This is an optimization exercise on Yosys and OpenROAD, whose aim is small area, a short achievable clock period and few clock cycles, not a production implementation. In this exercise RTL edits were held to simulation tests only and were not proved equivalent to the original. Power and IR drop assume default switching activity.

`flow/design.v`:
```
module pluto_rx_step (
    input  wire [15:0] blk,
    output wire [2:0]  mis
);
    localparam [15:0] P16 = 16'hB4E5;
    wire [15:0] e = blk ^ P16;
    integer k;
    reg [4:0] s;
    always @* begin
        s = 5'd0;
        for (k = 0; k < 16; k = k + 1)
            s = s + {4'd0, e[k]};
    end
    assign mis = (s > 5'd7) ? 3'd7 : s[2:0];
endmodule
module pluto_rx (
    input  wire        clk,
    input  wire        rst,
    input  wire        cmd_valid,
    output wire        cmd_ready,
    input  wire [7:0]  cmd,
    input  wire        in_valid,
    output wire        in_ready,
    input  wire [7:0]  in_data,
    input  wire [3:0]  in_nbits,
    input  wire        in_last,
    output reg         out_valid,
    output reg  [7:0]  out_byte,
    output reg         rsp_valid,
    output wire [3:0]  rsp_status,
    output reg  [2:0]  rsp_sub,
    output reg  [31:0] rsp_value
);
    localparam [1:0] OP_CRC = 2'd0, OP_DEC = 2'd1, OP_FIND = 2'd2, OP_ILL = 2'd3;
    localparam [1:0] ST_OK = 2'd0, ST_NONE = 2'd1, ST_ILLEGAL = 2'd2;
    localparam [31:0] MAX_LEN = 32'd50_000_000;
    function [31:0] crc_byte(input [31:0] c, input [7:0] d);
        integer k;
        reg [31:0] r;
        begin
            r = c ^ {24'd0, d};
            for (k = 0; k < 8; k = k + 1)
                r = r[0] ? ((r >> 1) ^ 32'hEDB88320) : (r >> 1);
            crc_byte = r;
        end
    endfunction
    function [2:0] sadd(input [2:0] a, input [2:0] b);
        reg [3:0] s;
        begin
            s = {1'b0, a} + {1'b0, b};
            sadd = s[3] ? 3'd7 : s[2:0];
        end
    endfunction
    function maj(input a, input b, input c);
        maj = (a & b) | (a & c) | (b & c);
    endfunction
    genvar gi;
    integer li;
    reg        phase;               
    reg [1:0]  op, rate;            
    reg [7:0]  X;                   
    reg [7:0]  mm;                  
    reg        t0_beat, t0_last, t0_cmd, t0_ill;
    assign cmd_ready = ~phase;
    assign in_ready  = phase;
    wire cmd_fire  = cmd_valid & ~phase;
    wire in_fire   = in_valid & phase;
    wire cmd_crc   = (cmd == 8'h40);
    wire cmd_dec   = (cmd[7:2] == 6'b1000_00);
    wire cmd_find  = (cmd == 8'h90);
    wire cmd_legal = cmd_crc | cmd_dec | cmd_find;
    always @(posedge clk) begin
        if (rst) begin
            phase   <= 1'b0;
            t0_beat <= 1'b0;
            t0_cmd  <= 1'b0;
            t0_ill  <= 1'b0;
        end else begin
            t0_beat <= in_fire;
            t0_cmd  <= cmd_fire & cmd_legal;
            t0_ill  <= cmd_fire & ~cmd_legal;
            if (cmd_fire & cmd_legal)
                phase <= 1'b1;
            else if (in_fire & in_last)
                phase <= 1'b0;
        end
        if (cmd_fire) begin
            op   <= cmd_crc ? OP_CRC : (cmd_dec ? OP_DEC : OP_FIND);
            rate <= cmd[1:0];
        end
        X       <= in_data;
        t0_last <= in_last;
        if (!in_last) mm <= 8'hFF;
        else case (in_nbits)
            4'd0: mm <= 8'h00; 4'd1: mm <= 8'h01; 4'd2: mm <= 8'h03; 4'd3: mm <= 8'h07;
            4'd4: mm <= 8'h0F; 4'd5: mm <= 8'h1F; 4'd6: mm <= 8'h3F; 4'd7: mm <= 8'h7F;
            default: mm <= 8'hFF;
        endcase
    end
    reg  [11:0] bc;                 
    reg  [78:0] W;                  
    reg  [25:0] Q;
    reg  [1:0]  ph;
    reg         lenbad;
    reg  [1:0]  gp;                 
    reg  [1:0]  cy;                 
    wire is_dec  = (op == OP_DEC);
    wire is_find = (op == OP_FIND);
    wire is_crc  = (op == OP_CRC);
    wire hdr_lt8 = (bc[11:3] == 9'd0);
    wire [86:0] V = {W, X};
    wire x0 = X[7], x1 = X[6], x2 = X[5], x3 = X[4];
    wire x4 = X[3], x5 = X[2], x6 = X[1], x7 = X[0];
    reg [8:0] rm;
    always @* begin
        rm = 9'h1FF;
        if (Q[25:2] == 24'd0) begin
            case ({rate, Q[1:0], ph})
            {2'd0, 2'd1, 2'd1}: rm = 9'h0FF;
            {2'd1, 2'd1, 2'd2}: rm = 9'h0FF;
            {2'd1, 2'd1, 2'd3}: rm = 9'h000;
            {2'd2, 2'd1, 2'd1}: rm = 9'h00F;
            {2'd2, 2'd1, 2'd2}: rm = 9'h000;
            {2'd2, 2'd1, 2'd3}: rm = 9'h000;
            {2'd2, 2'd2, 2'd2}: rm = 9'h0FF;
            {2'd2, 2'd2, 2'd3}: rm = 9'h000;
            {2'd3, 2'd1, 2'd1}: rm = 9'h007;
            {2'd3, 2'd1, 2'd2}: rm = 9'h000;
            {2'd3, 2'd1, 2'd3}: rm = 9'h000;
            {2'd3, 2'd2, 2'd2}: rm = 9'h03F;
            {2'd3, 2'd2, 2'd3}: rm = 9'h000;
            {2'd3, 2'd3, 2'd3}: rm = 9'h0FF;
            default: rm = 9'h1FF;
            endcase
            if (Q[1:0] == 2'd0) rm = 9'h000;
        end
    end
    wire        pay  = t0_beat & is_dec & ~hdr_lt8 & ~lenbad;
    wire [7:0]  vm   = pay ? (mm & rm[7:0]) : 8'h00;
    wire        paydone = ((rm & ~{1'b0, mm}) == 9'd0);
    reg         gend;               
    always @* begin
        case (rate)
        2'd0:    gend = (ph == 2'd1);
        2'd3:    gend = (ph == 2'd3);
        default: gend = (ph == 2'd2);
        endcase
    end
    wire [25:0] Q_d  = Q - {24'd0, (rate == 2'd3) ? 2'd3 : (rate == 2'd2 ? 2'd2 : 2'd1)};
    reg [5:0] dd, vj;
    always @* begin
        case (rate)
        2'd0: begin
            dd = {x0 | x1, x2 | x3, x4 | x5, x6 | x7, 2'b00};
            vj = {vm[1], vm[3], vm[5], vm[7], 2'b00};
        end
        2'd1: case (gp)
            2'd0: begin
                dd = {maj(x0, x1, x2), maj(x3, x4, x5), 4'b0000};
                vj = {vm[2], vm[5], 4'b0000};
            end
            2'd1: begin
                dd = {maj(cy[0], x0, x1), maj(x2, x3, x4), maj(x5, x6, x7), 3'b000};
                vj = {vm[1], vm[4], vm[7], 3'b000};
            end
            default: begin
                dd = {maj(cy[1], cy[0], x0), maj(x1, x2, x3), maj(x4, x5, x6), 3'b000};
                vj = {vm[0], vm[3], vm[6], 3'b000};
            end
            endcase
        2'd2: case (gp)
            2'd0: begin
                dd = {x0, x1, x3, x4, x6, x7};
                vj = {vm[0], vm[1], vm[3], vm[4], vm[6], vm[7]};
            end
            2'd1: begin
                dd = {x0, x2, x3, x5, x6, 1'b0};
                vj = {vm[0], vm[2], vm[3], vm[5], vm[6], 1'b0};
            end
            default: begin
                dd = {x1, x2, x4, x5, x7, 1'b0};
                vj = {vm[1], vm[2], vm[4], vm[5], vm[7], 1'b0};
            end
            endcase
        default: begin
            dd = {x0, x1, x2, x4, x5, x6};
            vj = {vm[0], vm[1], vm[2], vm[4], vm[5], vm[6]};
        end
        endcase
    end
    wire [23:0] Snew;
    wire [7:0]  lane_ok;
    generate
        for (gi = 0; gi < 8; gi = gi + 1) begin : g_lane
            pluto_rx_step u_blk (.blk(V[86-gi -: 16]), .mis(Snew[3*gi +: 3]));
            assign lane_ok[gi] = mm[gi] &&
                ((bc >= 12'd16) || (bc == 12'd15 && gi == 7)) &&
                ((bc <= 12'd3764) || (bc == 12'd3765 && gi <= 6));
        end
    endgenerate
    reg        t1_cmd, t1_end, t1_beat, t1_dec, t1_bv;
    reg [1:0]  t1_op, t1_sub;
    reg [7:0]  t1_x;                
    reg [5:0]  t1_vj;
    reg [23:0] t1_s;
    reg [7:0]  t1_lv;
    always @(posedge clk) begin
        if (rst) begin
            t1_cmd  <= 1'b0;
            t1_end  <= 1'b0;
            t1_beat <= 1'b0;
        end else begin
            t1_cmd  <= t0_cmd;
            t1_end  <= t0_ill | (t0_beat & t0_last);
            t1_beat <= t0_beat;
        end
        t1_op  <= t0_ill ? OP_ILL : op;
        if (hdr_lt8 && (bc[2:0] != 3'd7 || !mm[7])) t1_sub <= 2'd1;
        else if (lenbad)                            t1_sub <= 2'd2;
        else if (hdr_lt8 || !paydone)               t1_sub <= 2'd3;
        else                                        t1_sub <= 2'd0;
        t1_dec <= is_dec;
        t1_bv  <= is_crc & mm[7];
        t1_x   <= is_dec ? {dd, 2'b00} : X;
        t1_vj  <= vj;
        t1_s   <= Snew;
        t1_lv  <= (t0_beat && is_find) ? lane_ok : 8'd0;
        if (t0_cmd) begin
            bc <= 12'd0;
            gp <= 2'd0;
        end else if (t0_beat) begin
            if (bc != 12'hFFF) bc <= bc + 12'd1;
            if (!(is_dec && !hdr_lt8)) W <= V[78:0];
            if (is_dec && bc == 12'd4) begin
                lenbad <= (W[31:0] == 32'd0) || (W[31:0] > MAX_LEN);
                Q      <= W[25:0];
                ph     <= 2'd0;
            end
            if (pay) begin
                if (rm[0]) begin
                    ph <= gend ? 2'd0 : ph + 2'd1;
                    if (gend) Q <= Q_d;
                end
                gp <= (rate[1] == rate[0]) ? 2'd0 :
                      (gp == 2'd0 ? 2'd2 : (gp == 2'd2 ? 2'd1 : 2'd0));
                cy <= {x6, x7};
            end
        end
    end
    reg  [7:1]  cur;                
    reg  [2:0]  accn;               
    reg  [23:0] U1, U2, U3, U4, U5, U6;
    wire [5:0]  vj2  = t1_dec ? t1_vj : 6'd0;
    wire [2:0]  k    = {vj2[2], (vj2[4] & ~vj2[2]) | vj2[0],
                        (vj2[5] & ~vj2[4]) | (vj2[3] & ~vj2[2]) | (vj2[1] & ~vj2[0])};
    wire [5:0]  ddm  = t1_x[7:2] & vj2;
    wire [15:0] B    = {cur, 9'd0} | ({ddm, 10'd0} >> accn);
    reg         emit;
    always @* begin
        case (accn)
        3'd2: emit = vj2[0];
        3'd3: emit = vj2[1];
        3'd4: emit = vj2[2];
        3'd5: emit = vj2[3];
        3'd6: emit = vj2[4];
        3'd7: emit = vj2[5];
        default: emit = 1'b0;
        endcase
    end
    reg [23:0] U3n, U5n, Dn;
    reg [7:0]  cand;
    reg [2:0]  pd, pi;
    always @* begin
        pd = 3'd0; pi = 3'd0;
        for (li = 0; li < 8; li = li + 1) begin
            U3n[3*li +: 3] = sadd(U2[3*li +: 3], t1_s[3*li +: 3]);
            U5n[3*li +: 3] = sadd(U4[3*li +: 3], t1_s[3*li +: 3]);
            Dn[3*li +: 3]  = sadd(U6[3*li +: 3], t1_s[3*li +: 3]);
            cand[li] = t1_lv[li] && (Dn[3*li +: 3] != 3'd7);
            if (cand[li]) begin
                pd = pd | Dn[3*li +: 3];
                pi = pi | li[2:0];
            end
        end
        if (cand == 8'd0) pd = 3'd7;
    end
    reg        t2_cmd, t2_end, t2_bv;
    reg [1:0]  t2_op, t2_sub;
    reg [2:0]  t2_pd;
    reg [14:0] t2_po;
    reg        t2_stp;
    always @(posedge clk) begin
        if (rst) begin
            t2_cmd    <= 1'b0;
            t2_end    <= 1'b0;
            t2_bv     <= 1'b0;
            out_valid <= 1'b0;
        end else begin
            t2_cmd    <= t1_cmd;
            t2_end    <= t1_end;
            t2_bv     <= t1_beat & (t1_bv | emit);
            out_valid <= t1_beat & emit;
        end
        t2_op    <= t1_op;
        t2_sub   <= t1_sub;
        out_byte <= t1_dec ? B[15:8] : t1_x;
        t2_pd    <= pd;
        t2_po    <= {bc, pi};
        t2_stp   <= (pd <= 3'd2);
        if (t1_cmd) begin
            cur  <= 7'd0;
            accn <= 3'd0;
        end else if (t1_beat) begin
            U1 <= t1_s; U2 <= U1; U3 <= U3n; U4 <= U3; U5 <= U5n; U6 <= U5;
            if (t1_dec) begin
                cur  <= emit ? B[7:1] : B[15:9];
                accn <= accn + k;
            end
        end
    end
    reg [31:0] crc;
    reg [2:0]  bestd;               
    reg [14:0] bestoff;             
    reg        stop;
    reg        t3_end;
    reg [1:0]  t3_op, t3_sub;
    wire [31:0] crc_n = crc_byte(crc, out_byte);
    always @(posedge clk) begin
        if (rst) t3_end <= 1'b0;
        else     t3_end <= t2_end;
        t3_op  <= t2_op;
        t3_sub <= t2_sub;
        if (t2_cmd) begin
            crc   <= 32'hFFFF_FFFF;
            bestd <= 3'd7;
            stop  <= 1'b0;
        end else begin
            if (t2_bv) crc <= crc_n;
            if (!stop) begin
                if (t2_pd < bestd) begin
                    bestd   <= t2_pd;
                    bestoff <= t2_po;
                end
                if (t2_stp) stop <= 1'b1;
            end
        end
    end
    reg [1:0] st;
    assign rsp_status = {2'b00, st};
    wire [14:0] off = bestoff - 15'd135;
    wire [31:0] crcrx = t1_beat ? W[39:8] : W[31:0];
    always @(posedge clk) begin
        if (rst) rsp_valid <= 1'b0;
        else     rsp_valid <= t3_end;
        case (t3_op)
        OP_CRC: begin
            st <= ST_OK; rsp_sub <= 3'd0; rsp_value <= ~crc;
        end
        OP_DEC: begin
            rsp_value <= 32'd0;
            if (t3_sub != 2'd0) begin
                st <= ST_NONE; rsp_sub <= {1'b0, t3_sub};
            end else if (~crc != crcrx) begin
                st <= ST_NONE; rsp_sub <= 3'd6;
            end else begin
                st <= ST_OK; rsp_sub <= 3'd0;
            end
        end
        OP_FIND: begin
            rsp_sub <= 3'd0;
            if (bestd != 3'd7) begin
                st <= ST_OK; rsp_value <= {17'd0, off};
            end else begin
                st <= ST_NONE; rsp_value <= 32'd0;
            end
        end
        default: begin
            st <= ST_ILLEGAL; rsp_sub <= 3'd0; rsp_value <= 32'd0;
        end
        endcase
    end
endmodule
```
`flow/flow/run.sh`:
```
#!/bin/bash
# The standard layout (standard.sh), with timing repair aimed at a 3.5 ns
# clock (setup margin 6.5 ns at the 10 ns constraint), plain buf_2 cells as
# the port buffers, and no separate adder-cell mapping in synthesis (ABC maps
# the adders with the rest of the logic). Full tool output is in standard.log.
set -e
bash standard.sh SETUP_SLACK_MARGIN=6.5 ADDER_MAP_FILE= \
    BUFFER_PORTS_ARGS="-buffer_cell sky130_fd_sc_hd__buf_2" finish > standard.log 2>&1
```
`flow/standard.sh`:
```
#!/bin/bash
# synth_recipe.tcl (not shown) runs the flow's synth.tcl, then flattens the netlist and writes it again
# the make line also repeats each setting of config.mk as NAME=value (left out here)
make -C /OpenROAD-flow-scripts/flow DESIGN_CONFIG=/design/flow/config.mk WORK_HOME=/design/flow/orfs CLKGATE_MAP_FILE= SYNTH_SCRIPT=/design/flow/synth_recipe.tcl "${@:-finish}"
```
`flow/config.mk`:
```
export PLATFORM = sky130hd
export DESIGN_NAME = pluto_rx
export DESIGN_NICKNAME = pluto_rx
export VERILOG_FILES = /design/flow/design.v
export SDC_FILE = /design/flow/constraint.sdc
export NUM_CORES = 4
export LEC_CHECK = 0
export ABC_AREA = 1
export CAP_MARGIN = 20
export CORE_MARGIN = 2
export CORE_UTILIZATION = 65
export SLEW_MARGIN = 20
```
`flow/constraint.sdc`:
```
create_clock -name core_clock -period 10.0 [get_ports {clk}]
set_input_delay 2.0000 -clock core_clock [delete_from_list [all_inputs] [get_ports {clk}]]
set_output_delay 2.0000 -clock core_clock [all_outputs]
set_load 0.01 [all_outputs]
```
==> flow_summary.html, run 1 <==
<table>
<tr><th>Metric</th><th>Value</th></tr>
<tr><th colspan="2">Status</th></tr>
<tr><td>Outcome</td><td>timing/DRC/antenna clean</td></tr>
<tr><th colspan="2">Place</th></tr>
<tr><td>Area after DPL</td><td>0.0249 mm²</td></tr>
<tr><td>Number of buffers added on ports</td><td>73</td></tr>
<tr><td>Placed Cells</td><td>3,389</td></tr>
<tr><td>Worst setup slack before clock tree synthesis</td><td>between 5 and 6 ns</td></tr>
<tr><td>DPL Wire Length</td><td>between 40,000 and 50,000 µm</td></tr>
<tr><td>Routability congestion estimate from global placement</td><td>0.932</td></tr>
<tr><th colspan="2">Logic synthesis</th></tr>
<tr><td>Top area cells in the synthesized netlist</td><td>sky130_fd_sc_hd__edfxtp_1 34%, sky130_fd_sc_hd__dfxtp_1 18%, sky130_fd_sc_hd__nand2_1 12%</td></tr>
<tr><td>Ys flop type</td><td>sky130_fd_sc_hd__edfxtp_1</td></tr>
<tr><td>Area fraction in and, or, nand and nor cells after synthesis</td><td>between 20% and 30%</td></tr>
<tr><td>Most repeated cell in the gate-level netlist after synthesis</td><td>sky130_fd_sc_hd__nand2_1</td></tr>
<tr><td>Combinational family with the most area after synthesis</td><td>simple AND/OR/NAND/NOR gates</td></tr>
<tr><td>Seq/Total Area, Yosys</td><td>51.7%</td></tr>
<tr><td>Adder and majority gate portion of the synthesized area</td><td>0%</td></tr>
<tr><td>List of most frequent post-synthesis cells</td><td>746 x sky130_fd_sc_hd__nand2_1, 349 x sky130_fd_sc_hd__inv_1, 273 x sky130_fd_sc_hd__edfxtp_1</td></tr>
<tr><td>Multiplexer fraction of the synthesized cell area</td><td>0.0415%</td></tr>
<tr><td>Share of the synthesized area in compound gates (AO/OA/AOI/OAI)</td><td>about a tenth</td></tr>
<tr><td>Summed instance area of the synthesized netlist</td><td>roughly 0.024 mm²</td></tr>
<tr><td>Synth warn</td><td>2</td></tr>
<tr><td>Share of the synthesized area in the top cell type</td><td>between 30% and 40%</td></tr>
<tr><td>Largest area contributor in the synthesized netlist</td><td>sky130_fd_sc_hd__edfxtp_1</td></tr>
<tr><td>Number of instances in the synthesized netlist</td><td>~2,900</td></tr>
<tr><td>Count of distinct cell types in the synthesized netlist</td><td>between 60 and 70</td></tr>
<tr><td>Post-synth EDFFs</td><td>273</td></tr>
<tr><td>FF+latch count, synth</td><td>487</td></tr>
<tr><td>Xor/xnor share of the synthesized area</td><td>about 5.1%</td></tr>
<tr><td>Post-synthesis async set-or-reset flop share</td><td>0%</td></tr>
<tr><td>Post-Syn Area per Cell</td><td>8.33 µm²</td></tr>
<tr><th colspan="2">Clock network</th></tr>
<tr><td>Clk Latency, worst-skew pair</td><td>roughly 0.6 ns</td></tr>
<tr><td>Maximum root-to-sink buffer count</td><td>3</td></tr>
<tr><td>Root buffer selected by CTS</td><td>sky130_fd_sc_hd__clkbuf_16</td></tr>
<tr><td>Number of sinks handled by clock tree synthesis</td><td>487</td></tr>
<tr><td>CTS H-tree depth</td><td>2</td></tr>
<tr><td>Clock transition time at the flip-flop clock pins of the worst setup and hold paths</td><td>about 0.06 ns</td></tr>
<tr><td>Clock tree from TritonCTS</td><td>done</td></tr>
<tr><td>CTS buffer count</td><td>48</td></tr>
<tr><th colspan="2">Floorplan</th></tr>
<tr><td>Initial Util</td><td>about two thirds</td></tr>
<tr><td>Die W</td><td>a little under 200 µm</td></tr>
<tr><td>Vert. Die Dim</td><td>approximately 200 µm</td></tr>
<tr><td>Placeable core region</td><td>0.0366 mm²</td></tr>
<tr><td>I/O Pins</td><td>76</td></tr>
<tr><td>Die ar.</td><td>0.0387 mm²</td></tr>
<tr><td>FP Rows</td><td>70</td></tr>
<tr><th colspan="2">Setup path</th></tr>
<tr><td>Data required time of the worst path</td><td>around 8 ns</td></tr>
<tr><td>Classification of the worst setup path</td><td>flop to primary output</td></tr>
<tr><td>Critical Path End Type</td><td>primary output</td></tr>
<tr><td>Startpoint types</td><td>flop</td></tr>
<tr><td>Worst-case reg-to-reg path depth</td><td>18</td></tr>
<tr><td>Worst-path maximum fanout</td><td>5</td></tr>
<tr><td>CP Data Arrival Time</td><td>about 1.3 ns</td></tr>
<tr><td>Capture point of the worst reg-to-reg path</td><td>t1_s[21]</td></tr>
<tr><td>Setup slack of the worst register-to-register path</td><td>6.77 ns</td></tr>
<tr><td>Critical register-to-register path startpoint</td><td>W[67]</td></tr>
<tr><th colspan="2">Detailed routing</th></tr>
<tr><td>Detail Route Antenna Nets</td><td>0</td></tr>
<tr><td>Via count</td><td>20,100</td></tr>
<tr><td>Average wire per cell in the routed design</td><td>17.5 µm</td></tr>
<tr><td>Detailed Routing Iterations Pass 1</td><td>6</td></tr>
<tr><td>Via-to-Cell Ratio</td><td>5.77</td></tr>
<tr><td>Total length of routed wires</td><td>60,800 µm</td></tr>
<tr><td>DRC errors left</td><td>0</td></tr>
<tr><td>First-iteration detailed-routing DRC count</td><td>approximately 1,500</td></tr>
<tr><th colspan="2">Global routing</th></tr>
<tr><td>Remaining Overflow, GRT</td><td>0</td></tr>
<tr><td>First-pass GRT wire length</td><td>96,200 µm</td></tr>
<tr><td>Fraction of met2 tracks used by global routing</td><td>54.9%</td></tr>
<tr><td>GR Util met3</td><td>under 10%</td></tr>
<tr><td>Total Routing Usage GR</td><td>31.5%</td></tr>
<tr><td>Pin count of the biggest net entering global routing</td><td>86</td></tr>
<tr><td>GRT met1 Usage</td><td>between 30% and 40%</td></tr>
<tr><td>Number of antenna violations at the first check in global routing</td><td>0</td></tr>
<tr><td>Most Used Layer, Global Route</td><td>met2</td></tr>
<tr><td>Vias in the first global route</td><td>19,500</td></tr>
<tr><th colspan="2">Hold path</th></tr>
<tr><td>Hold_sp</td><td>t1_sub[1]</td></tr>
<tr><td>Hold/Removal Path Class</td><td>flop to flop</td></tr>
<tr><td>Cell depth of the worst hold path</td><td>0</td></tr>
<tr><td>Hold Crit Endpoint</td><td>t2_sub[1]</td></tr>
<tr><th colspan="2">Timing</th></tr>
<tr><td>Unrepaired setup endpoints after global routing</td><td>true</td></tr>
<tr><td>Time the final worst path needs with I/O delays and setup</td><td>3.27 ns</td></tr>
<tr><td>Post-Route Skew</td><td>around 0.013 ns</td></tr>
<tr><td>Final setup viols</td><td>0</td></tr>
<tr><td>Slew at the pin closest to its max-slew limit</td><td>0.998 ns</td></tr>
<tr><td>Number of hold violations in the final report</td><td>0</td></tr>
<tr><td>Worst relative slew slack</td><td>33.3%</td></tr>
<tr><td>Peak Freq</td><td>between 300 and 400 MHz</td></tr>
<tr><td>Setup ws final</td><td>approximately 6.7 ns</td></tr>
<tr><td>Final period utilization</td><td>around a third</td></tr>
<tr><td>Fin Setup TNS</td><td>0 ns</td></tr>
<tr><td>Final number of max-transition violations</td><td>0</td></tr>
<tr><th colspan="2">Finish</th></tr>
<tr><td>N_diodes</td><td>0</td></tr>
<tr><td>Final Instance Area</td><td>0.0267 mm²</td></tr>
<tr><td>Area used by multi-input combinational logic</td><td>0.0100 mm²</td></tr>
<tr><td>Combined flip-flop and latch cell area</td><td>0.0125 mm²</td></tr>
<tr><td>Nets</td><td>3,001</td></tr>
<tr><td>Area growth, synth to finish</td><td>10.5%</td></tr>
<tr><td>Share of post-route cells with drive strength above 1</td><td>10.8%</td></tr>
<tr><td>Number of fill cells in the layout</td><td>roughly 2,800</td></tr>
<tr><td>Number of non-filler instances in the completed layout</td><td>3,484</td></tr>
<tr><th colspan="2">Flow run</th></tr>
<tr><td>Max-cap violations</td><td>0</td></tr>
<tr><th colspan="2">Power</th></tr>
<tr><td>Reported leakage power</td><td>0.0120 µW</td></tr>
<tr><td>Pwr per Cell Area</td><td>163 mW/mm²</td></tr>
<tr><td>Worst vdd ir</td><td>0.147 mV</td></tr>
</table>
## power breakdown
| part | leakage, µW | internal [µW] | switching, µW | total [µW] |
|---|---|---|---|---|
| Combinational | 0.00700 | 79.5 | 141 | 220 |
| Clock | 0.000842 | 1120 | 807 | 1920 |
| Sequential | 0.00418 | 2140 | 51.7 | 2190 |
## layer usage
metal  wire (µm)  up-vias  share of wire [%]
met3        3560      191                5.9
met5           0        -                  0
met2       29500      738                 49
met4        2950        0                4.8
met1       24800     9405                 41
li1            -     9769                  -
## cell usage in the layout (no fill, tap or decap), drive strengths merged, types with 3 or more instances in the layout
master and instances:
or2 17, o22ai 16, buf 88, nor2 261, clkbuf 58, xnor2 29
a211oi 4, o211ai 18, nand3 219, bufinv 6, o31ai 3, nand3b 11
o32ai 3, nor3 30, a21oi 115, nor4 21, clkinv 24, inv 369
xor2 110, a221oi 4, o21ai 226, a31oi 14, and2 11, o2111ai 4
a32oi 4, dfxtp 214, nand4 31, edfxtp 273, o221ai 10, o21a 9
nand2 789
## sequential cells by signal (all words and copies together) (netlist names), 12 cells and up
signal and flops:
W 79, crc 32, rsp_value 32, Q 26, U1 24, U2 24
U3 24, U4 24, U5 24, U6 24, t1_s 24, bestoff 15
t2_po 15, bc 12
## timing repair
action / CTS / global route
endpoints found under the setup margin: 24 / 22
hold buffers: 0 / 0
resized for setup: 2 / 4
buffers inserted: 0 / 5
## area by class of cell
cell class	instances	share of cell area (%)
multi-input cells	1983	37.6
well taps	468	2.20
repair buffers	88	1.81
clock buffers	58	4.99
clock inverters	32	1.38
flip-flops and latches	487	46.8
inverters	368	5.21
## how the worst max path moves through the flow
stage	depth (start not counted)	end	slack (ns)	start
final	2	cmd_ready	6.73	phase
after global routing	11	Q[23]	6.50	op[0]
after CTS	10	Q[7]	6.58	Q[2]
after detailed placement	10	Q[23]	5.99	op[1]
after global placement	10	Q[23]	6.16	op[1]
after floorplan	7	W[0]	6.63	bc[9]
## metrics by stage
step,total power [µW],hold slack (ns),util (%)
final,4330,0.327,72.9
after global routing,4450,0.333,72.9
after CTS,4350,0.327,72.7
after detailed placement,2450,0.312,68.0
after global placement,2440,0.313,68.0
after floorplan,2370,0.310,-
## cells by family after synthesis
logic type | after synthesis
DFF | 487
buffers and inverters | 429
xor gates and xnor gates | 139
other | 1
AOI/OAI and AO/OA | 446
muxes | 1
and+or+nand+nor | 1395
## critical path, stage by stage (launching register included)
cell,delay [ns]
sky130_fd_sc_hd__dfxtp_1,0.42
sky130_fd_sc_hd__inv_1,0.10
sky130_fd_sc_hd__buf_2,0.15
Testbench counts, summed over its fixed seeds: cycles 38,315.
==> run 2: changes to the inputs <==
--- a/flow/config.mk
+++ b/flow/config.mk
@@ -8,5 +8,5 @@
 export ABC_AREA = 1
 export CAP_MARGIN = 20
 export CORE_MARGIN = 2
-export CORE_UTILIZATION = 65
+export CORE_UTILIZATION = 55
 export SLEW_MARGIN = 20
==> run 2 against run 1 <==
  * Clock skew up 0.013 ns
  * Sequential power about the same
  * Final cell count up 3.4%
  * Core utilization down 11 points
  * Still clean on timing, DRC and antenna
==> flow_summary.html, run 2 <==
<table>
<tr><th>Metric</th><th>Value</th></tr>
<tr><th colspan="2">Timing</th></tr>
<tr><td>Worst relative slew slack</td><td>32.0% (was 33.3%)</td></tr>
<tr><td>Final period utilization</td><td>32.5% (was 32.7%)</td></tr>
<tr><td>Final number of max-transition violations</td><td>0 (unchanged)</td></tr>
<tr><td>Final hold slack</td><td>0.320 ns (was 0.327 ns)</td></tr>
<tr><td>Peak Freq</td><td>308 MHz (was 306 MHz)</td></tr>
<tr><td>Fin Setup TNS</td><td>0 ns (unchanged)</td></tr>
<tr><td>Final setup viols</td><td>0 (unchanged)</td></tr>
<tr><td>Post-Route Skew</td><td>0.0263 ns (was 0.0131 ns)</td></tr>
<tr><td>Slew at the pin closest to its max-slew limit</td><td>1.02 ns (was 0.998 ns)</td></tr>
<tr><td>Unrepaired setup endpoints after global routing</td><td>false (was true)</td></tr>
<tr><td>Time the final worst path needs with I/O delays and setup</td><td>3.25 ns (was 3.27 ns)</td></tr>
<tr><td>Setup ws final</td><td>6.75 ns (was 6.73 ns)</td></tr>
<tr><td>Number of hold violations in the final report</td><td>0 (unchanged)</td></tr>
<tr><th colspan="2">Finish</th></tr>
<tr><td>Largest regs</td><td>W x79, crc x32, rsp_value x32 (unchanged)</td></tr>
<tr><td>Largest register by flop count</td><td>W (unchanged)</td></tr>
<tr><td>Max FFs per register</td><td>79 (unchanged)</td></tr>
<tr><td>Commonest non-fill, non-tap cells in the layout</td><td>746 x sky130_fd_sc_hd__nand2_1, 348 x sky130_fd_sc_hd__inv_1, 273 x sky130_fd_sc_hd__edfxtp_1 (was 745 x sky130_fd_sc_hd__nand2_1, 349 x sky130_fd_sc_hd__inv_1, 273 x sky130_fd_sc_hd__edfxtp_1)</td></tr>
<tr><td>Number of fill cells in the layout</td><td>3,737 (was 2,753)</td></tr>
<tr><td>Area used by multi-input combinational logic</td><td>0.0100 mm² (about the same)</td></tr>
<tr><td>Most common cell after layout, fill and taps aside</td><td>sky130_fd_sc_hd__nand2_1 (unchanged)</td></tr>
<tr><td>Area growth, synth to finish</td><td>11.0% (was 10.5%)</td></tr>
<tr><td>N_diodes</td><td>0 (unchanged)</td></tr>
<tr><td>Share of post-route cells with drive strength above 1</td><td>10.4% (was 10.8%)</td></tr>
<tr><td>Combined flip-flop and latch cell area</td><td>0.0125 mm² (unchanged)</td></tr>
<tr><td>Final Instance Area</td><td>0.0268 mm² (was 0.0267 mm²)</td></tr>
<tr><td>Nets</td><td>2,999 (was 3,001)</td></tr>
<tr><td>Final core utilization</td><td>62.1% (was 72.9%)</td></tr>
<tr><th colspan="2">Floorplan</th></tr>
<tr><td>Initial Util</td><td>55.9% (was 65.9%)</td></tr>
<tr><td>Placeable core region</td><td>0.0432 mm² (was 0.0366 mm²)</td></tr>
<tr><td>FP Rows</td><td>76 (was 70)</td></tr>
<tr><td>I/O Pins</td><td>76 (unchanged)</td></tr>
<tr><td>Die ar.</td><td>0.0456 mm² (was 0.0387 mm²)</td></tr>
<tr><td>Die W</td><td>214 µm (was 197 µm)</td></tr>
<tr><td>Vert. Die Dim</td><td>214 µm (was 197 µm)</td></tr>
<tr><th colspan="2">Logic synthesis</th></tr>
<tr><td>Share of the synthesized area in the top cell type</td><td>34.0% (unchanged)</td></tr>
<tr><td>Ys flop type</td><td>sky130_fd_sc_hd__edfxtp_1 (unchanged)</td></tr>
<tr><td>Post-synth EDFFs</td><td>273 (unchanged)</td></tr>
<tr><td>Post-Syn Area per Cell</td><td>8.33 µm² (unchanged)</td></tr>
<tr><td>Seq/Total Area, Yosys</td><td>51.7% (unchanged)</td></tr>
<tr><td>Synth warn</td><td>2 (unchanged)</td></tr>
<tr><td>Summed instance area of the synthesized netlist</td><td>0.0241 mm² (unchanged)</td></tr>
<tr><td>Largest area contributor in the synthesized netlist</td><td>sky130_fd_sc_hd__edfxtp_1 (unchanged)</td></tr>
<tr><td>Post-synthesis async set-or-reset flop share</td><td>0% (unchanged)</td></tr>
<tr><td>FF+latch count, synth</td><td>487 (unchanged)</td></tr>
<tr><td>Most repeated cell in the gate-level netlist after synthesis</td><td>sky130_fd_sc_hd__nand2_1 (unchanged)</td></tr>
<tr><td>Top area cells in the synthesized netlist</td><td>sky130_fd_sc_hd__edfxtp_1 34%, sky130_fd_sc_hd__dfxtp_1 18%, sky130_fd_sc_hd__nand2_1 12% (unchanged)</td></tr>
<tr><td>Count of distinct cell types in the synthesized netlist</td><td>63 (unchanged)</td></tr>
<tr><td>Number of instances in the synthesized netlist</td><td>2,898 (unchanged)</td></tr>
<tr><td>List of most frequent post-synthesis cells</td><td>746 x sky130_fd_sc_hd__nand2_1, 349 x sky130_fd_sc_hd__inv_1, 273 x sky130_fd_sc_hd__edfxtp_1 (unchanged)</td></tr>
<tr><th colspan="2">Power</th></tr>
<tr><td>Reported leakage power</td><td>0.0120 µW (about the same)</td></tr>
<tr><td>Worst vdd ir</td><td>0.135 mV (was 0.147 mV)</td></tr>
<tr><td>Pwr per Cell Area</td><td>162 mW/mm² (was 163 mW/mm²)</td></tr>
<tr><th colspan="2">Detailed routing</th></tr>
<tr><td>Average wire per cell in the routed design</td><td>17.0 µm (was 17.5 µm)</td></tr>
<tr><td>DRC errors left</td><td>0 (unchanged)</td></tr>
<tr><td>Detailed Routing Iterations Pass 1</td><td>6 (unchanged)</td></tr>
<tr><td>First-iteration detailed-routing DRC count</td><td>1,514 (was 1,498)</td></tr>
<tr><td>Total length of routed wires</td><td>61,200 µm (was 60,800 µm)</td></tr>
<tr><td>Via count</td><td>19,700 (was 20,100)</td></tr>
<tr><td>Detail Route Antenna Nets</td><td>0 (unchanged)</td></tr>
<tr><td>Via-to-Cell Ratio</td><td>5.48 (was 5.77)</td></tr>
<tr><th colspan="2">Clock network</th></tr>
<tr><td>Root buffer selected by CTS</td><td>sky130_fd_sc_hd__clkbuf_16 (unchanged)</td></tr>
<tr><td>Clk Latency, worst-skew pair</td><td>0.61 ns (was 0.59 ns)</td></tr>
<tr><td>Clock transition time at the flip-flop clock pins of the worst setup and hold paths</td><td>0.06 ns (about the same)</td></tr>
<tr><td>Clock tree from TritonCTS</td><td>done (unchanged)</td></tr>
<tr><td>Buffers inserted during post-CTS setup optimization</td><td>0 (unchanged)</td></tr>
<tr><td>CTS buffer count</td><td>50 (was 48)</td></tr>
<tr><td>Hold buffers post-CTS</td><td>0 (unchanged)</td></tr>
<tr><td>CTS H-tree depth</td><td>2 (unchanged)</td></tr>
<tr><td>Count of instances resized after the clock tree is built</td><td>0 (was 2)</td></tr>
<tr><td>Number of sinks handled by clock tree synthesis</td><td>487 (unchanged)</td></tr>
<tr><td>Maximum root-to-sink buffer count</td><td>3 (unchanged)</td></tr>
<tr><th colspan="2">Global routing</th></tr>
<tr><td>Vias in the first global route</td><td>18,500 (was 19,500)</td></tr>
<tr><td>Remaining Overflow, GRT</td><td>0 (unchanged)</td></tr>
<tr><td>Number of antenna violations at the first check in global routing</td><td>0 (unchanged)</td></tr>
<tr><td>Pin count of the biggest net entering global routing</td><td>145 (was 86)</td></tr>
<tr><td>First-pass GRT wire length</td><td>96,100 µm (was 96,200 µm)</td></tr>
<tr><td>Total Routing Usage GR</td><td>27.0% (was 31.5%)</td></tr>
<tr><th colspan="2">Setup path</th></tr>
<tr><td>Highest cell delay on the worst timing path</td><td>0.77 ns (was 0.42 ns)</td></tr>
<tr><td>CP Data Arrival Time</td><td>3.71 ns (was 1.27 ns)</td></tr>
<tr><td>Crit-path slowest cell</td><td>sky130_fd_sc_hd__edfxtp_1 (was sky130_fd_sc_hd__dfxtp_1)</td></tr>
<tr><td>Total stage count of the critical path</td><td>19 (was 2)</td></tr>
<tr><td>Buffer and inverter count on the worst path</td><td>1 (was 2)</td></tr>
<tr><td>Crit-path leading delay family</td><td>simple AND/OR/NAND/NOR gates (was flip-flops)</td></tr>
<tr><td>Data required time of the worst path</td><td>10.46 ns (was 8.00 ns)</td></tr>
<tr><td>Critical Path End Type</td><td>flop (was primary output)</td></tr>
<tr><td>Worst-case reg-to-reg path depth</td><td>19 (was 18)</td></tr>
<tr><td>Classification of the worst setup path</td><td>flop to flop (was flop to primary output)</td></tr>
<tr><td>Worst-path maximum fanout</td><td>13 (was 5)</td></tr>
<tr><td>Critical path's most frequent cell</td><td>sky130_fd_sc_hd__nand2_1</td></tr>
<tr><td>Startpoint types</td><td>flop (unchanged)</td></tr>
<tr><td>Cell-by-cell trace of the critical path</td><td>inv_1 &gt; nand2_1 &gt; a21oi_1 &gt; nor2_1 &gt; nand3_2 &gt; nand2_1 &gt; nand2_2 &gt; nand2_1 &gt; nand2_1 &gt; nand3_1 &gt; nand2_1 &gt; nand2_1 &gt; nand3_2 &gt; nand3_2 &gt; nand2_1 &gt; nand2_2 &gt; nand3_1 &gt; nand2_1 &gt; nand2_1 (was inv_1 &gt; buf_2)</td></tr>
<tr><th colspan="2">Hold path</th></tr>
<tr><td>Cell depth of the worst hold path</td><td>0 (unchanged)</td></tr>
<tr><td>Hold/Removal Path Class</td><td>flop to flop (unchanged)</td></tr>
<tr><th colspan="2">Place</th></tr>
<tr><td>Area after DPL</td><td>0.0251 mm² (was 0.0249 mm²)</td></tr>
<tr><td>Worst setup slack before clock tree synthesis</td><td>6.54 ns (was 5.99 ns)</td></tr>
<tr><td>Number of buffers added on ports</td><td>73 (unchanged)</td></tr>
<tr><td>Routability congestion estimate from global placement</td><td>0.889 (was 0.932)</td></tr>
<tr><td>DPL Wire Length</td><td>44,500 µm (was 43,100 µm)</td></tr>
<tr><th colspan="2">Flow run</th></tr>
<tr><td>Max-cap violations</td><td>0 (unchanged)</td></tr>
<tr><th colspan="2">Status</th></tr>
<tr><td>Outcome</td><td>timing/DRC/antenna clean (unchanged)</td></tr>
</table>
==> run 2: cell counts after synthesis <==
No cell type changed its count.
==> run 2: final cells by class <==
type / count / area share [%]
tap: 585 / 2.73
timing repair buffer: 84 / 1.72
inverter: 368 / 5.18
clock buffer: 69 / 5.24
multi-input combinational: 1983 / 37.4
clock inverter: 25 / 1.14
sequential: 487 / 46.6
==> run 2: metrics by stage <==
stage | power [µW] | std cells
after floorplan | 2370 | 2899
after global placement | 2440 | 3506
after detailed placement | 2450 | 3507
after CTS | 4390 | 3601
after global routing | 4500 | 3601
final | 4350 | 3601
==> run 2: report_power, final <==
part / total (µW) / switching [µW] / leakage, µW / internal [µW]
Combinational: 217 / 137 / 0.00697 / 79.7
Clock: 1950 / 803 / 0.000834 / 1140
Sequential: 2190 / 51.4 / 0.00418 / 2140
Total: 4350 / 992 / 0.0120 / 3360
==> run 2: logic make-up after synthesis <==
family,after synthesis,share of synthesized area (%)
other,1,0.0155
AO/OA/AOI/OAI,446,10.4
AND/OR/NAND/NOR,1395,25.8
flip-flops,487,51.7
XOR/XNOR,139,5.07
buffers and inverters,429,6.94
multiplexers,1,0.0415
==> run 2: worst paths after layout <==
path	slack (ns)	endpoint	start
max	6.75	t1_s[13]	W[70]
min	0.32	t3_op[0]	t2_op[0]
max reg2reg	6.75	t1_s[13]	W[70]
min reg2reg	0.32	t3_op[0]	t2_op[0]
==> run 2: per-layer routing <==
metal | vias up | global-route usage (%) | part of all wire (%)
met2 | 562 | 46.0 | 48
met5 | - | 0 | 0
met3 | 129 | 3.53 | 5.2
met1 | 9254 | 34.8 | 43
li1 | 9775 | - | -
met4 | 0 | 11.6 | 3.9
==> run 3: changes to the inputs <==
==> flow/flow/run.sh (replaced) <==
#!/bin/bash
# The standard layout (standard.sh), with timing repair aimed at a 3 ns
# clock (setup margin 7 ns at the 10 ns constraint), plain buf_2 cells as
# the port buffers, and no separate adder-cell mapping in synthesis (ABC maps
# the adders with the rest of the logic). Full tool output is in standard.log.
set -e
bash standard.sh SETUP_SLACK_MARGIN=7 ADDER_MAP_FILE= \
    BUFFER_PORTS_ARGS="-buffer_cell sky130_fd_sc_hd__buf_2" finish > standard.log 2>&1
==> run 3 against run 2 <==
  * Core utilization up 2.4 points
  * Sequential cell count did not move
  * Synthesized cell count stayed put
  * First-iteration DRC count is 2.6% higher
  * Power is 1.2% higher
  * Clock-buffer cell count increased by 5
  * Clock skew up 0.0032 ns
  * Via count rose by 0.40%
  * Worst setup slack gained 0.13 ns
  * Final cell count grew 1.7%
  * Global-route usage fell by 0.11 points
  * Wire length rose by 0.43%
  * Largest cell class unchanged
==> flow_summary.html, run 3 <==
<table>
<tr><th>Metric</th><th>Value</th></tr>
<tr><th colspan="2">Place</th></tr>
<tr><td>Area after DPL</td><td>0.0251 mm² (about the same)</td></tr>
<tr><td>Number of buffers added on ports</td><td>73 (unchanged)</td></tr>
<tr><td>Worst setup slack before clock tree synthesis</td><td>6.56 ns (was 6.54 ns)</td></tr>
<tr><td>Routability congestion estimate from global placement</td><td>0.924 (was 0.889)</td></tr>
<tr><td>DPL Wire Length</td><td>43,900 µm (was 44,500 µm)</td></tr>
<tr><th colspan="2">Finish</th></tr>
<tr><td>Commonest non-fill, non-tap cells in the layout</td><td>733 x sky130_fd_sc_hd__nand2_1, 341 x sky130_fd_sc_hd__inv_1, 273 x sky130_fd_sc_hd__edfxtp_1 (was 746 x sky130_fd_sc_hd__nand2_1, 348 x sky130_fd_sc_hd__inv_1, 273 x sky130_fd_sc_hd__edfxtp_1)</td></tr>
<tr><td>Most common cell after layout, fill and taps aside</td><td>sky130_fd_sc_hd__nand2_1 (unchanged)</td></tr>
<tr><td>Nets</td><td>3,059 (was 2,999)</td></tr>
<tr><td>Area growth, synth to finish</td><td>15.4% (was 11.0%)</td></tr>
<tr><td>Area used by multi-input combinational logic</td><td>0.0102 mm² (was 0.0100 mm²)</td></tr>
<tr><td>Number of fill cells in the layout</td><td>3,689 (was 3,737)</td></tr>
<tr><td>N_diodes</td><td>0 (unchanged)</td></tr>
<tr><td>Largest register by flop count</td><td>W (unchanged)</td></tr>
<tr><td>Combined flip-flop and latch cell area</td><td>0.0126 mm² (was 0.0125 mm²)</td></tr>
<tr><td>Max FFs per register</td><td>79 (unchanged)</td></tr>
<tr><td>Final core utilization</td><td>64.5% (was 62.1%)</td></tr>
<tr><td>Share of post-route cells with drive strength above 1</td><td>14.6% (was 10.4%)</td></tr>
<tr><td>Largest regs</td><td>W x79, crc x32, rsp_value x32 (unchanged)</td></tr>
<tr><td>Final Instance Area</td><td>0.0278 mm² (was 0.0268 mm²)</td></tr>
<tr><th colspan="2">Logic synthesis</th></tr>
<tr><td>Share of the synthesized area in the top cell type</td><td>34.0% (unchanged)</td></tr>
<tr><td>Post-synthesis async set-or-reset flop share</td><td>0% (unchanged)</td></tr>
<tr><td>Most repeated cell in the gate-level netlist after synthesis</td><td>sky130_fd_sc_hd__nand2_1 (unchanged)</td></tr>
<tr><td>Ys flop type</td><td>sky130_fd_sc_hd__edfxtp_1 (unchanged)</td></tr>
<tr><td>Summed instance area of the synthesized netlist</td><td>0.0241 mm² (unchanged)</td></tr>
<tr><td>Post-Syn Area per Cell</td><td>8.33 µm² (unchanged)</td></tr>
<tr><td>Seq/Total Area, Yosys</td><td>51.7% (unchanged)</td></tr>
<tr><td>Top area cells in the synthesized netlist</td><td>sky130_fd_sc_hd__edfxtp_1 34%, sky130_fd_sc_hd__dfxtp_1 18%, sky130_fd_sc_hd__nand2_1 12% (unchanged)</td></tr>
<tr><td>Count of distinct cell types in the synthesized netlist</td><td>63 (unchanged)</td></tr>
<tr><td>FF+latch count, synth</td><td>487 (unchanged)</td></tr>
<tr><td>List of most frequent post-synthesis cells</td><td>746 x sky130_fd_sc_hd__nand2_1, 349 x sky130_fd_sc_hd__inv_1, 273 x sky130_fd_sc_hd__edfxtp_1 (unchanged)</td></tr>
<tr><td>Post-synth EDFFs</td><td>273 (unchanged)</td></tr>
<tr><td>Largest area contributor in the synthesized netlist</td><td>sky130_fd_sc_hd__edfxtp_1 (unchanged)</td></tr>
<tr><td>Synth warn</td><td>2 (unchanged)</td></tr>
<tr><td>Number of instances in the synthesized netlist</td><td>2,898 (unchanged)</td></tr>
<tr><th colspan="2">Clock network</th></tr>
<tr><td>CTS H-tree depth</td><td>2 (unchanged)</td></tr>
<tr><td>Number of sinks handled by clock tree synthesis</td><td>487 (unchanged)</td></tr>
<tr><td>Maximum root-to-sink buffer count</td><td>3 (unchanged)</td></tr>
<tr><td>Clk Latency, worst-skew pair</td><td>0.61 ns (about the same)</td></tr>
<tr><td>Hold buffers post-CTS</td><td>0 (unchanged)</td></tr>
<tr><td>Clock tree from TritonCTS</td><td>done (unchanged)</td></tr>
<tr><td>CTS buffer count</td><td>52 (was 50)</td></tr>
<tr><td>Root buffer selected by CTS</td><td>sky130_fd_sc_hd__clkbuf_16 (unchanged)</td></tr>
<tr><td>Clock transition time at the flip-flop clock pins of the worst setup and hold paths</td><td>0.06 ns (about the same)</td></tr>
<tr><th colspan="2">Timing</th></tr>
<tr><td>Time the final worst path needs with I/O delays and setup</td><td>3.12 ns (was 3.25 ns)</td></tr>
<tr><td>Final number of max-transition violations</td><td>0 (unchanged)</td></tr>
<tr><td>Unrepaired setup endpoints after global routing</td><td>true (was false)</td></tr>
<tr><td>Fin Setup TNS</td><td>0 ns (unchanged)</td></tr>
<tr><td>Worst relative slew slack</td><td>30.5% (was 32.0%)</td></tr>
<tr><td>Final setup viols</td><td>0 (unchanged)</td></tr>
<tr><td>Setup ws final</td><td>6.88 ns (was 6.75 ns)</td></tr>
<tr><td>Slew at the pin closest to its max-slew limit</td><td>1.04 ns (was 1.02 ns)</td></tr>
<tr><td>Final period utilization</td><td>31.2% (was 32.5%)</td></tr>
<tr><td>Number of hold violations in the final report</td><td>0 (unchanged)</td></tr>
<tr><td>Post-Route Skew</td><td>0.0295 ns (was 0.0263 ns)</td></tr>
<tr><td>Peak Freq</td><td>321 MHz (was 308 MHz)</td></tr>
<tr><th colspan="2">Setup path</th></tr>
<tr><td>CP Data Arrival Time</td><td>1.12 ns (was 3.71 ns)</td></tr>
<tr><td>Critical Path End Type</td><td>primary output (was flop)</td></tr>
<tr><td>Worst-path maximum fanout</td><td>4 (was 13)</td></tr>
<tr><td>Startpoint types</td><td>flop (unchanged)</td></tr>
<tr><td>Data required time of the worst path</td><td>8.00 ns (was 10.46 ns)</td></tr>
<tr><td>Setup slack of the worst register-to-register path</td><td>7.17 ns (was 6.75 ns)</td></tr>
<tr><td>Classification of the worst setup path</td><td>flop to primary output (was flop to flop)</td></tr>
<tr><th colspan="2">Power</th></tr>
<tr><td>Pwr per Cell Area</td><td>158 mW/mm² (was 162 mW/mm²)</td></tr>
<tr><td>Reported leakage power</td><td>0.0124 µW (was 0.0120 µW)</td></tr>
<tr><td>PnR Total Power</td><td>4410 µW (was 4350 µW)</td></tr>
<tr><td>Worst vdd ir</td><td>0.140 mV (was 0.135 mV)</td></tr>
<tr><th colspan="2">Floorplan</th></tr>
<tr><td>I/O Pins</td><td>76 (unchanged)</td></tr>
<tr><td>Placeable core region</td><td>0.0432 mm² (unchanged)</td></tr>
<tr><td>Die W</td><td>214 µm (unchanged)</td></tr>
<tr><td>Initial Util</td><td>55.9% (unchanged)</td></tr>
<tr><td>Vert. Die Dim</td><td>214 µm (unchanged)</td></tr>
<tr><td>FP Rows</td><td>76 (unchanged)</td></tr>
<tr><td>Die ar.</td><td>0.0456 mm² (unchanged)</td></tr>
<tr><th colspan="2">Detailed routing</th></tr>
<tr><td>DRC errors left</td><td>0 (unchanged)</td></tr>
<tr><td>Detailed Routing Iterations Pass 1</td><td>5 (was 6)</td></tr>
<tr><td>Via count</td><td>19,800 (was 19,700)</td></tr>
<tr><td>Average wire per cell in the routed design</td><td>16.8 µm (was 17.0 µm)</td></tr>
<tr><td>Total length of routed wires</td><td>61,500 µm (was 61,200 µm)</td></tr>
<tr><td>Via-to-Cell Ratio</td><td>5.41 (was 5.48)</td></tr>
<tr><td>Detail Route Antenna Nets</td><td>0 (unchanged)</td></tr>
<tr><td>First-iteration detailed-routing DRC count</td><td>1,554 (was 1,514)</td></tr>
<tr><th colspan="2">Flow run</th></tr>
<tr><td>Max-cap violations</td><td>0 (unchanged)</td></tr>
<tr><th colspan="2">Status</th></tr>
<tr><td>Outcome</td><td>timing/DRC/antenna clean (unchanged)</td></tr>
<tr><th colspan="2">Global routing</th></tr>
<tr><td>Total Routing Usage GR</td><td>26.9% (was 27.0%)</td></tr>
<tr><td>Number of antenna violations at the first check in global routing</td><td>0 (unchanged)</td></tr>
<tr><td>First-pass GRT wire length</td><td>95,800 µm (was 96,100 µm)</td></tr>
<tr><td>Pin count of the biggest net entering global routing</td><td>78 (was 145)</td></tr>
<tr><td>Remaining Overflow, GRT</td><td>0 (unchanged)</td></tr>
<tr><td>Vias in the first global route</td><td>18,300 (was 18,500)</td></tr>
<tr><th colspan="2">Hold path</th></tr>
<tr><td>Hold/Removal Path Class</td><td>flop to flop (unchanged)</td></tr>
</table>
run 3: cell types whose count changed in the layout (fill, tap and decap cells not counted), sizes merged:
cell,delta
inv,-4
clkinvlp,+5
buf,+57
clkinv,+2
clkbuf,+6
bufinv,-4
run 3: worst paths after layout:
| check | end | from | cells after the start |
|---|---|---|---|
| hold reg to reg | t2_op[1] | t1_op[1] | 0 |
| setup / recovery | cmd_ready | phase | 2 |
| setup reg to reg | t1_s[7] | W[62] | 25 |
| hold / removal | t2_op[1] | t1_op[1] | 0 |
run 3: per-layer routing:
metal	part of all wire (%)	GRT usage [%]
met1	43	34.9
met2	48	46.0
met4	3.8	10.8
met5	0	0
met3	5.0	3.21
run 3: power by group:
group / leakage [µW] / internal [µW] / total, µW / switching, µW
logic: 0.00734 / 93.1 / 235 / 142
clock network: 0.000877 / 1170 / 1980 / 814
registers: 0.00420 / 2140 / 2190 / 50.0
total: 0.0124 / 3400 / 4410 / 1010
run 3: final cells by class:
type / count / share of cell area, %
Sequential cell: 487 / 45.1
Multi-Input combinational cell: 1983 / 36.8
Clock buffer: 74 / 5.72
Inverter: 368 / 5.05
Timing Repair Buffer: 142 / 3.98
Tap cell: 585 / 2.63
Clock inverter: 24 / 0.768
run 3: metrics by stage:
step / hold slack (ns) / instances
after global placement: 0.312 / 3507
final: 0.326 / 3663
after CTS: 0.323 / 3625
after detailed placement: 0.312 / 3508
after global routing: 0.331 / 3663
after floorplan: 0.310 / 2899
run 3: worst max-delay path: stages, from the launching register on:
cell and delay (ns):
sky130_fd_sc_hd__dfxtp_2 0.36, sky130_fd_sc_hd__inv_2 0.05, sky130_fd_sc_hd__buf_6 0.12
run 3: timing repair:
action,4_1_cts,5_1_grt
setup endpoints to repair,166,160
resized for setup,78,54
pin swaps,0,4
setup buffers,19,38
run 3: kinds of logic after synthesis:
group	Yosys count	share of synthesized area, %
DFF	487	51.7
xor gates and xnor gates	139	5.07
buffers and inverters	429	6.94
and+or+nand+nor	1395	25.8
muxes	1	0.0415
other	1	0.0155
AOI/OAI and AO/OA	446	10.4
==> run 4: changes to the inputs <==
==> flow/flow/run.sh (replaced) <==
#!/bin/bash
# The standard layout (standard.sh), with timing repair aimed at a 3.2 ns
# clock (setup margin 6.8 ns at the 10 ns constraint), plain buf_2 cells as
# the port buffers, and no separate adder-cell mapping in synthesis (ABC maps
# the adders with the rest of the logic). Full tool output is in standard.log.
set -e
bash standard.sh SETUP_SLACK_MARGIN=6.8 ADDER_MAP_FILE= \
    BUFFER_PORTS_ARGS="-buffer_cell sky130_fd_sc_hd__buf_2" finish > standard.log 2>&1
==> run 4 against run 3 <==
  * Critical path depth decreased by 1
  * Still clean
  * Highest routed layer unchanged
  * Wire length decreased by 1.5%
  * Clock power about the same
  * Final cell count decreased by 0.98%
  * Via count decreased by 0.40%
  * Largest cell class unchanged
==> flow_summary.html, run 4 <==
<table>
<tr><th>Metric</th><th>Value</th></tr>
<tr><th colspan="2">Status</th></tr>
<tr><td>Outcome</td><td>timing/DRC/antenna clean (unchanged)</td></tr>
<tr><th colspan="2">Logic synthesis</th></tr>
<tr><td>List of most frequent post-synthesis cells</td><td>746 x sky130_fd_sc_hd__nand2_1, 349 x sky130_fd_sc_hd__inv_1, 273 x sky130_fd_sc_hd__edfxtp_1 (unchanged)</td></tr>
<tr><td>Ys flop type</td><td>sky130_fd_sc_hd__edfxtp_1 (unchanged)</td></tr>
<tr><td>Largest area contributor in the synthesized netlist</td><td>sky130_fd_sc_hd__edfxtp_1 (unchanged)</td></tr>
<tr><td>Post-synth EDFFs</td><td>273 (unchanged)</td></tr>
<tr><td>Number of instances in the synthesized netlist</td><td>2,898 (unchanged)</td></tr>
<tr><td>Count of distinct cell types in the synthesized netlist</td><td>63 (unchanged)</td></tr>
<tr><td>Share of the synthesized area in the top cell type</td><td>34.0% (unchanged)</td></tr>
<tr><td>Summed instance area of the synthesized netlist</td><td>0.0241 mm² (unchanged)</td></tr>
<tr><td>Seq/Total Area, Yosys</td><td>51.7% (unchanged)</td></tr>
<tr><td>Post-synthesis async set-or-reset flop share</td><td>0% (unchanged)</td></tr>
<tr><td>FF+latch count, synth</td><td>487 (unchanged)</td></tr>
<tr><td>Synth warn</td><td>2 (unchanged)</td></tr>
<tr><td>Top area cells in the synthesized netlist</td><td>sky130_fd_sc_hd__edfxtp_1 34%, sky130_fd_sc_hd__dfxtp_1 18%, sky130_fd_sc_hd__nand2_1 12% (unchanged)</td></tr>
<tr><td>Most repeated cell in the gate-level netlist after synthesis</td><td>sky130_fd_sc_hd__nand2_1 (unchanged)</td></tr>
<tr><td>Post-Syn Area per Cell</td><td>8.33 µm² (unchanged)</td></tr>
<tr><th colspan="2">Timing</th></tr>
<tr><td>Worst relative slew slack</td><td>29.0% (was 30.5%)</td></tr>
<tr><td>Post-Route Skew</td><td>0.0175 ns (was 0.0295 ns)</td></tr>
<tr><td>Fin Setup TNS</td><td>0 ns (unchanged)</td></tr>
<tr><td>Slew at the pin closest to its max-slew limit</td><td>1.06 ns (was 1.04 ns)</td></tr>
<tr><td>Number of hold violations in the final report</td><td>0 (unchanged)</td></tr>
<tr><td>Final period utilization</td><td>31.8% (was 31.2%)</td></tr>
<tr><td>Unrepaired setup endpoints after global routing</td><td>true (unchanged)</td></tr>
<tr><td>Peak Freq</td><td>315 MHz (was 321 MHz)</td></tr>
<tr><td>Final number of max-transition violations</td><td>0 (unchanged)</td></tr>
<tr><td>Time the final worst path needs with I/O delays and setup</td><td>3.18 ns (was 3.12 ns)</td></tr>
<tr><td>Final setup viols</td><td>0 (unchanged)</td></tr>
<tr><td>Final hold slack</td><td>0.325 ns (was 0.326 ns)</td></tr>
<tr><th colspan="2">Finish</th></tr>
<tr><td>Most common cell after layout, fill and taps aside</td><td>sky130_fd_sc_hd__nand2_1 (unchanged)</td></tr>
<tr><td>Number of fill cells in the layout</td><td>3,761 (was 3,689)</td></tr>
<tr><td>Largest register by flop count</td><td>W (unchanged)</td></tr>
<tr><td>Area growth, synth to finish</td><td>12.1% (was 15.4%)</td></tr>
<tr><td>N_diodes</td><td>0 (unchanged)</td></tr>
<tr><td>Largest regs</td><td>W x79, crc x32, rsp_value x32 (unchanged)</td></tr>
<tr><td>Nets</td><td>3,023 (was 3,059)</td></tr>
<tr><td>Commonest non-fill, non-tap cells in the layout</td><td>745 x sky130_fd_sc_hd__nand2_1, 346 x sky130_fd_sc_hd__inv_1, 273 x sky130_fd_sc_hd__edfxtp_1 (was 733 x sky130_fd_sc_hd__nand2_1, 341 x sky130_fd_sc_hd__inv_1, 273 x sky130_fd_sc_hd__edfxtp_1)</td></tr>
<tr><td>Area used by multi-input combinational logic</td><td>0.0101 mm² (was 0.0102 mm²)</td></tr>
<tr><td>Max FFs per register</td><td>79 (unchanged)</td></tr>
<tr><td>Share of post-route cells with drive strength above 1</td><td>12.2% (was 14.6%)</td></tr>
<tr><td>Combined flip-flop and latch cell area</td><td>0.0125 mm² (was 0.0126 mm²)</td></tr>
<tr><td>Final Instance Area</td><td>0.0271 mm² (was 0.0278 mm²)</td></tr>
<tr><th colspan="2">Floorplan</th></tr>
<tr><td>Placeable core region</td><td>0.0432 mm² (unchanged)</td></tr>
<tr><td>Initial Util</td><td>55.9% (unchanged)</td></tr>
<tr><td>Die ar.</td><td>0.0456 mm² (unchanged)</td></tr>
<tr><td>Vert. Die Dim</td><td>214 µm (unchanged)</td></tr>
<tr><td>FP Rows</td><td>76 (unchanged)</td></tr>
<tr><td>Die W</td><td>214 µm (unchanged)</td></tr>
<tr><td>I/O Pins</td><td>76 (unchanged)</td></tr>
<tr><th colspan="2">Power</th></tr>
<tr><td>Switching portion of total power</td><td>23.6% (was 22.8%)</td></tr>
<tr><td>Worst vdd ir</td><td>0.123 mV (was 0.140 mV)</td></tr>
<tr><td>Register share of total power</td><td>50.2% (was 49.7%)</td></tr>
<tr><td>Combinational group share of total power</td><td>5.0% (was 5.3%)</td></tr>
<tr><td>Net switching power of the design</td><td>1030 µW (was 1010 µW)</td></tr>
<tr><td>Clock share of power</td><td>44.7% (was 44.9%)</td></tr>
<tr><td>Internal power</td><td>3330 µW (was 3400 µW)</td></tr>
<tr><td>Reported leakage power</td><td>0.0121 µW (was 0.0124 µW)</td></tr>
<tr><td>Pwr per Cell Area</td><td>161 mW/mm² (was 158 mW/mm²)</td></tr>
<tr><th colspan="2">Clock network</th></tr>
<tr><td>Number of sinks handled by clock tree synthesis</td><td>487 (unchanged)</td></tr>
<tr><td>CTS H-tree depth</td><td>2 (unchanged)</td></tr>
<tr><td>Maximum root-to-sink buffer count</td><td>3 (unchanged)</td></tr>
<tr><td>Clock tree from TritonCTS</td><td>done (unchanged)</td></tr>
<tr><td>Clk Latency, worst-skew pair</td><td>0.61 ns (about the same)</td></tr>
<tr><td>Root buffer selected by CTS</td><td>sky130_fd_sc_hd__clkbuf_16 (unchanged)</td></tr>
<tr><td>CTS buffer count</td><td>52 (unchanged)</td></tr>
<tr><td>Clock transition time at the flip-flop clock pins of the worst setup and hold paths</td><td>0.06 ns (about the same)</td></tr>
<tr><th colspan="2">Setup path</th></tr>
<tr><td>Destination of the critical timing path</td><td>rsp_value[5] (was cmd_ready)</td></tr>
<tr><td>Crit-path leading delay family</td><td>flip-flops (unchanged)</td></tr>
<tr><td>Critical register-to-register path startpoint</td><td>op[1] (was W[62])</td></tr>
<tr><td>Source of the critical timing path</td><td>rsp_value[5] (was phase)</td></tr>
<tr><td>Worst-case reg-to-reg path depth</td><td>10 (was 25)</td></tr>
<tr><td>Setup slack of the worst register-to-register path</td><td>7.10 ns (was 7.17 ns)</td></tr>
<tr><td>Classification of the worst setup path</td><td>flop to primary output (unchanged)</td></tr>
<tr><td>Worst-path maximum fanout</td><td>1 (was 4)</td></tr>
<tr><td>Highest cell delay on the worst timing path</td><td>0.41 ns (was 0.36 ns)</td></tr>
<tr><td>Buffer and inverter count on the worst path</td><td>1 (was 2)</td></tr>
<tr><td>Crit-path slowest cell</td><td>sky130_fd_sc_hd__dfxtp_1 (was sky130_fd_sc_hd__dfxtp_2)</td></tr>
<tr><td>Startpoint types</td><td>flop (unchanged)</td></tr>
<tr><td>Critical Path End Type</td><td>primary output (unchanged)</td></tr>
<tr><td>Capture point of the worst reg-to-reg path</td><td>Q[23] (was t1_s[7])</td></tr>
<tr><td>Total stage count of the critical path</td><td>1 (was 2)</td></tr>
<tr><td>Cell-by-cell trace of the critical path</td><td>buf_2 (was inv_2 &gt; buf_6)</td></tr>
<tr><td>Data required time of the worst path</td><td>8.00 ns (about the same)</td></tr>
<tr><td>CP Data Arrival Time</td><td>1.18 ns (was 1.12 ns)</td></tr>
<tr><th colspan="2">Detailed routing</th></tr>
<tr><td>Via count</td><td>19,700 (was 19,800)</td></tr>
<tr><td>First-iteration detailed-routing DRC count</td><td>1,438 (was 1,554)</td></tr>
<tr><td>Total length of routed wires</td><td>60,500 µm (was 61,500 µm)</td></tr>
<tr><td>Detail Route Antenna Nets</td><td>0 (unchanged)</td></tr>
<tr><td>Average wire per cell in the routed design</td><td>16.7 µm (was 16.8 µm)</td></tr>
<tr><td>DRC errors left</td><td>0 (unchanged)</td></tr>
<tr><td>Detailed Routing Iterations Pass 1</td><td>5 (unchanged)</td></tr>
<tr><td>Via-to-Cell Ratio</td><td>5.44 (was 5.41)</td></tr>
<tr><th colspan="2">Place</th></tr>
<tr><td>Number of buffers added on ports</td><td>73 (unchanged)</td></tr>
<tr><td>Area after DPL</td><td>0.0251 mm² (about the same)</td></tr>
<tr><td>DPL Wire Length</td><td>43,900 µm (about the same)</td></tr>
<tr><td>Routability congestion estimate from global placement</td><td>0.900 (was 0.924)</td></tr>
<tr><th colspan="2">Hold path</th></tr>
<tr><td>Hold/Removal Path Class</td><td>flop to flop (unchanged)</td></tr>
<tr><th colspan="2">Flow run</th></tr>
<tr><td>Max-cap violations</td><td>0 (unchanged)</td></tr>
<tr><th colspan="2">Global routing</th></tr>
<tr><td>Pin count of the biggest net entering global routing</td><td>84 (was 78)</td></tr>
<tr><td>Vias in the first global route</td><td>18,300 (about the same)</td></tr>
<tr><td>Number of antenna violations at the first check in global routing</td><td>1 (was 0)</td></tr>
<tr><td>First-pass GRT wire length</td><td>95,300 µm (was 95,800 µm)</td></tr>
<tr><td>Total Routing Usage GR</td><td>26.8% (was 26.9%)</td></tr>
<tr><td>Remaining Overflow, GRT</td><td>0 (unchanged)</td></tr>
</table>
-- run 4: metal layers --
metal | wire (µm) | global-route usage (%) | vias to the layer above
met4 | 2190 | 11.0 | 0
met5 | 0 | 0 | -
li1 | - | - | 9821
met1 | 26400 | 34.6 | 9270
met3 | 2970 | 3.22 | 113
met2 | 29000 | 45.8 | 516
-- run 4: cell type report --
cell class	count	share of cell area, %
flip-flops and latches	487	46.2
multi-input cells	1983	37.2
inverters	368	5.13
clock buffers	61	5.12
well taps	585	2.70
repair buffers	106	2.27
clock inverters	37	1.35
-- run 4: worst reg2reg max path: stages (launching register included) --
cell and delay (ns):
sky130_fd_sc_hd__edfxtp_1 0.44, sky130_fd_sc_hd__nor2_4 0.29, sky130_fd_sc_hd__inv_1 0.20, sky130_fd_sc_hd__nor2_4 0.17
sky130_fd_sc_hd__nand3_1 0.30, sky130_fd_sc_hd__nor2_4 0.35, sky130_fd_sc_hd__nand2_4 0.27, sky130_fd_sc_hd__inv_2 0.35
sky130_fd_sc_hd__nand2_1 0.09, sky130_fd_sc_hd__a21oi_1 0.13, sky130_fd_sc_hd__a31oi_1 0.05
-- run 4: timing repair --
action / CTS / global route
hold buffers: 0 / 0
setup buffers: 0 / 21
gates cloned: 0 / 0
endpoints found under the setup margin: 32 / 40
resized for setup: 10 / 9
hold endpoints to repair: 0 / 0
-- run 4: how the worst min path moves through the flow --
stage | slack, ns | start | cells past startpoint | endpoint
2_1_floorplan | 0.31 | t1_op[0] | 0 | t2_op[0]
3_3_place_gp | 0.31 | t1_sub[1] | 0 | t2_sub[1]
3_5_place_dp | 0.31 | t2_op[0] | 0 | t3_op[0]
4_1_cts | 0.32 | t2_op[0] | 0 | t3_op[0]
5_1_grt | 0.33 | t2_sub[1] | 0 | t3_sub[1]
6_report | 0.33 | t2_op[0] | 0 | t3_op[0]
-- run 4: cells by family (layout without fill, tap and decap cells) --
group,after synthesis,in the layout,share of synthesized area [%]
xor+xnor,139,139,5.07
other cells,1,2,0.0155
compound gates,446,446,10.4
mux,1,1,0.0415
simple gates,1395,1395,25.8
flops,487,487,51.7
buf+inv,429,572,6.94
-- run 4: metrics by stage --
| step | setup slack [ns] | instances | utilization, % | power, µW |
|---|---|---|---|---|
| 2_1_floorplan | 6.69 | 2899 | - | 2370 |
| 3_3_place_gp | 6.13 | 3508 | 58.2 | 2440 |
| 3_5_place_dp | 5.90 | 3508 | 58.2 | 2450 |
| 4_1_cts | 6.81 | 3606 | 62.3 | 4390 |
| 5_1_grt | 6.77 | 3627 | 62.7 | 4500 |
| 6_report | 6.82 | 3627 | 62.7 | 4360 |
-- run 4: power groups by stage --
| stage | clock network, µW | registers, µW | logic, µW |
|---|---|---|---|
| after floorplan | 0 | 2210 | 162 |
| after global placement | 0 | 2230 | 212 |
| after detailed placement | 0 | 2230 | 216 |
| after CTS | 1990 | 2190 | 217 |
| after global routing | 2060 | 2200 | 246 |
| final | 1950 | 2190 | 219 |

==> static timing again, ports no longer ideal <==
Ports are ideal in the flow. The routed layouts listed here were re-timed in OpenROAD.
Step 1, drivers: a clkbuf_16 drives clk and a buf_2 each remaining input, both assumed.
Step 2, shift: input delay + t, output delay - t, t = (earliest + latest rising clock arrival at the registers) / 2. This alone moves slack from input paths to output paths.
Three values: ideal, step 1, step 2; two values: the first two.
run | shift t [ns] | slack for setup (ns) | latest minus earliest clock arrival (ns) | worst data-port slew with drivers (ns)
run 1 | 0.641 | 6.735 / 6.681 / 6.752 | 0.015 / 0.015 | 0.04
run 2 | 0.653 | 6.752 / 6.728 / 6.752 | 0.028 / 0.027 | 0.06
run 3 | 0.653 | 6.884 / 6.826 / 6.849 | 0.029 / 0.029 | 0.06
run 4 | 0.661 | 6.822 / 6.766 / 6.860 | 0.018 / 0.017 | 0.06
After both steps every run listed still meets setup and hold. For run 3, which loses most, drivers alone change the setup slack by -0.058 ns; drivers and shift together by -0.035 ns.
